This is an optimization exercise on Yosys and OpenROAD, whose aim is small area, a short achievable clock period and few clock cycles, not a production implementation. Function was checked by simulation only, so behaviour that the tests miss may differ from the original. Power and IR drop assume default switching activity.

==> 12-01 <==
==> flow/design.v (excerpt) <==
module slang_core (
    input  wire        clk,
    input  wire        rst,           
    output reg         mem_req,
    output reg         mem_we,
    output reg         mem_ram,
    output reg  [11:0] mem_addr,
    output reg  [7:0]  mem_wdata,
    input  wire        mem_ack,
    input  wire [7:0]  mem_rdata,
    output reg         con_valid,
    output reg  [7:0]  con_data,
    output wire        halted,
    output wire        faulted,
    output wire [3:0]  fault_code,
    input  wire [3:0]  dbg_sel,
    output wire [63:0] dbg_data
);
Settings: LEC_CHECK=0, CAP_MARGIN=20, CELL_PAD_IN_SITES_DETAIL_PLACEMENT=2, CELL_PAD_IN_SITES_GLOBAL_PLACEMENT=4, CORE_MARGIN=2, CORE_UTILIZATION=25, PLACE_DENSITY=0.45, SETUP_SLACK_MARGIN=4.5, SLEW_MARGIN=20, TNS_END_PERCENT=0; clock period 10.0 ns.
run.sh (not shown) runs the stock make flow with config.mk's settings and CLKGATE_MAP_FILE= SYNTH_SCRIPT=/design/flow/synth_recipe.tcl, a recipe that flattens the netlist after the stock synthesis.
==> 06-12 (differences from 12-01) <==
--- a/flow/design.v
+++ b/flow/design.v
@@ -151,26 +151,16 @@
     function lt8(input [7:0] a, input [7:0] b);
         integer k;
         begin
             lt8 = 1'b0;
             for (k = 0; k < 8; k = k + 1)
                 if (a[k] != b[k]) lt8 = b[k];
         end
     endfunction
-    function [2:0] region(input [16:0] d);
-        reg lz;
-        begin
-            lz = ~|d[11:0];
-            region[2] = d[16] && (d[15:12] == 4'hF) && (d[11:5] == 7'd0) &&
-                        (!d[4] || (d[3:0] == 4'd0));
-            region[1] = d[16] && ((d[15:12] == 4'h2) || ((d[15:12] == 4'h3) && lz));
-            region[0] = d[16] && ((d[15:12] == 4'h0) || ((d[15:12] == 4'h1) && lz));
-        end
-    endfunction
     function [16:0] desc(input [63:0] a);
         desc = {~|a[63:16], a[15:0]};
     endfunction
     function [16:0] desc_pm8(input [63:0] x, input dn8);
         reg [63:0] y;
         reg        c;
         reg        hz;
         begin
@@ -187,22 +177,24 @@
         end
     endfunction
     wire fetch_st = (st == S_OP) || (st == S_MODE) || (st == S_R1) ||
                     (st == S_F1) || (st == S_R2) || (st == S_F2);
     wire is_wr    = (st == S_WR);
     wire is_rd    = fetch_st || (st == S_RD);
     wire acc_st   = is_rd || is_wr;
     wire len8     = (st == S_F1) || (st == S_F2) || (st == S_RD) || is_wr;
-    reg  [2:0]  freg, areg;      
     wire [16:0] base = fetch_st ? desc(ip) : ar;
+    wire        b_hz = base[16];
     wire [15:0] b_lo = base[15:0];
-    wire d_con  = fetch_st ? freg[2] : areg[2];
-    wire d_ram  = fetch_st ? freg[1] : areg[1];
-    wire d_rom  = fetch_st ? freg[0] : areg[0];
+    wire lo_z11 = ~|b_lo[11:0];
+    wire d_con  = b_hz && (b_lo[15:12] == 4'hF) && (b_lo[11:5] == 7'd0) &&
+                  (!b_lo[4] || (b_lo[3:0] == 4'd0));
+    wire d_ram  = b_hz && ((b_lo[15:12] == 4'h2) || ((b_lo[15:12] == 4'h3) && lo_z11));
+    wire d_rom  = b_hz && ((b_lo[15:12] == 4'h0) || ((b_lo[15:12] == 4'h1) && lo_z11));
     wire d_mem  = d_ram || d_rom;
     wire mapped = d_mem || d_con;
     wire [3:0]  o3    = {1'b0, b_lo[2:0]} + {1'b0, ai};
     wire [63:0] o9    = inc64({55'd0, b_lo[11:3]});
     wire [12:0] o12   = {o3[3] & (&b_lo[11:3]), o3[3] ? o9[8:0] : b_lo[11:3], o3[2:0]};
     wire [2:0]  nlo   = ~b_lo[2:0];
     wire        c3    = (ai[2] & ~nlo[2]) |
                         ((ai[2] ~^ nlo[2]) & ((ai[1] & ~nlo[1]) |
@@ -710,26 +702,17 @@
                         acc_y = 1'b1; first_set = 1'b1; div_init = 1'b1;
                         st_n = S_DIV;
                     end
                 default: acc_y = 1'b1;
             endcase
         end
         if (fault_n) st_n = S_FAULT;
     end
-    wire [63:0] gw_val = gw_rd ? rd_full : F;
-    wire [63:0] ip_d = (gw_en && gw_idx == R_IP) ? gw_val :
-                       ip_j ? jv : ip_t ? T : ip_n ? ipn : ip;
-    wire [16:0] ar_d = ar_pm ? desc_pm8(sp, sp_dn) : ar_sp ? desc(sp) : ar_a2 ? a2 :
-                       ar_a2x ? a2x : ar_f1 ? desc(rd_full) : ar;
-    always @(posedge clk) begin
-        if (rst) freg <= 3'b001;             
-        else     freg <= region(desc(ip_d));
-        areg <= region(ar_d);
-    end
+    wire [63:0] gw_val = gw_rd ? rd_full : alu_y;
     wire [7:0] opb_n = (acc_st && step && st == S_OP) ? bv : opb;
     wire [3:0] r1_n  = (acc_st && step && st == S_R1) ? bv[3:0] : r1;
     wire [3:0] r2_n  = (acc_st && step && st == S_R2) ? bv[3:0] : r2;
     wire [3:0] cnt_n = cnt_clr ? 4'd0 : cnt_inc ? cnt + 4'd1 : cnt;
     wire       first_n = first_set ? 1'b1 : first_clr ? 1'b0 : first;
     reg  [3:0] pidx_n;
     always @* begin
         case (st_n)
@@ -789,17 +772,21 @@
             if (first_clr) first <= 1'b0;
             if (div_init) begin dn <= 7'd0; dlead <= 1'b1; end
             if (sh_init) dn <= {1'b0, s_val[5:0]};
             if (st == S_SHL || st == S_SHR) dn <= sh_nx;
             if (st == S_DIV) begin
                 if (div_skp) dn <= dn + 7'd8;
                 else begin dn <= dn + 7'd1; dlead <= 1'b0; end
             end
-            ar <= ar_d;
+            if (ar_f1)  ar <= desc(rd_full);
+            if (ar_a2x) ar <= a2x;
+            if (ar_a2)  ar <= a2;
+            if (ar_sp)  ar <= desc(sp);
+            if (ar_pm)  ar <= desc_pm8(sp, sp_dn);
         end
     end
     always @(posedge clk) begin
         if (!rst) begin
             if (F_sh_ld || F_sh1 || F_port || F_pr || F_ipn || F_y || F_T || F_fp || F_ac)
                 F <= F_ipn  ? ipn :
                      F_pr   ? pr_fx :
                      F_port ? port :
@@ -827,17 +814,20 @@
             gr5 <= 64'd0; gr6 <= 64'd0; gr7 <= 64'd0; gr8 <= 64'd0; gr9 <= 64'd0;
             gr10 <= 64'd0; gr11 <= 64'd0; gr12 <= 64'd0; gr13 <= 64'd0;
         end else begin
             if (gw_en && gw_idx == R_ACC)
                 acc <= gw_val;
             else if (acc_y || acc_dq || acc_d8)
                 acc <= acc_dq ? {acc[62:0], div_q && (st == S_DIV)} :
                        acc_d8 ? {acc[55:0], 8'd0} : alu_y;
-            ip <= ip_d;
+            if (gw_en && gw_idx == R_IP)
+                ip <= gw_val;
+            else if (ip_n || ip_j || ip_t)
+                ip <= ip_j ? jv : ip_t ? T : ipn;
             if (gw_en && gw_idx == R_SP)
                 sp <= gw_val;
             else if (sp_top || sp_sum)
                 sp <= sp_top ? STACK_TOP : sum[63:0];
             if (gw_en && gw_idx == R_FP)
                 fp <= gw_val;
             else if (fp_sum)
                 fp <= sum[63:0];
- SETUP_SLACK_MARGIN: 4.5 -> 3.5
==> summary.txt <==
In 12-01 the critical path depth is lower than in 06-12, by 2. Die area: 12-01 is lower than 06-12 (about 1.4%). Of 06-12 and 12-01, 12-01 has the higher global-route usage (gap 2.0 points). Of 12-01 and 06-12, 12-01 has the higher design area (gap 1.1%, measured against 06-12). First-iteration DRC count: 12-01 is higher than 06-12 (5.4%). Against 06-12, the register-to-register slack of 12-01 is higher by 620 ps. Between 12-01 and 06-12, the lower clock power is in 06-12 (gap 5.1%, measured against 06-12). Between 06-12 and 12-01, the lower worst setup slack is in 06-12 (gap 620 ps). Against 06-12, the flip-flop and latch count of 12-01 is higher by 6. Against 12-01, the via count of 06-12 is lower by 0.86%.
==> figures <==
item	12-01	06-12
Run status	finished clean	finished clean
Power density of the placed cells	356 mW/mm^2	451 mW/mm^2
Layout Cells excl Fill	15500	15800
Final Critical Period	7040 ps	7660 ps
GRT Overall Usage	43.7%	41.7%
Core Box Area	0.322 mm^2	0.327 mm^2
GR Util met3	16.8%	13.0%
Clock-pin slew on the worst setup and hold paths	70 ps	60 ps
Inserted tap cell count	4305	4346
Adder-cell share of the synthesized area	3.73%	3.68%
Switching power of the nets	20700 uW	27900 uW
Largest driver fanout on the critical path	10	14
Fraction of final layout cells with drive strength greater than 1	15.6%	13.8%
Setup clock skew after layout	62.5 ps	75.3 ps
Count of non-CTS buffers in the layout	1047	948
Seq Cell Count	1203	1197
Number of global-route vias before repair	97000	97200
FF+latch area	0.0261 mm^2	0.0260 mm^2
Antenna violations before repair	128	90
Routed wire length	752000 um	721000 um
Max Clock Freq	142 MHz	130 MHz
Area Overhead vs Synth	24.3%	21.2%
Testbench counts of 12-01, summed over its fixed seeds: cycles 289,918.
Testbench counts of 06-12, summed over its fixed seeds: cycles 289,918.

[static timing again, ports no longer ideal]
No port has a modelled driver above. Below, the same layouts with a new extraction and two added sets of constraints.
Step 1: set_driving_cell puts a clkbuf_16 on clk and a buf_2 on each other input, an assumption about the parent block.
Step 2 times the ports against the registers' clock, not the clock port: input delays grow and output delays shrink by t, the midpoint of the rising clock arrivals with the driver on.
Three values: ideal ports, drivers, drivers and shift; two values: the first two.
run | t (ns) | setup WS [ns] | worst slew at a driven data input, ns
12-01 | 0.979 | 2.962 / 2.909 / 2.156 | 0.09
06-12 | 0.974 | 2.337 / 2.264 / 1.817 | 0.07
After both steps every run listed still meets setup and hold. The setup slack of 12-01, which loses most, moves by -0.053 ns with the drivers and by -0.806 ns with both steps.
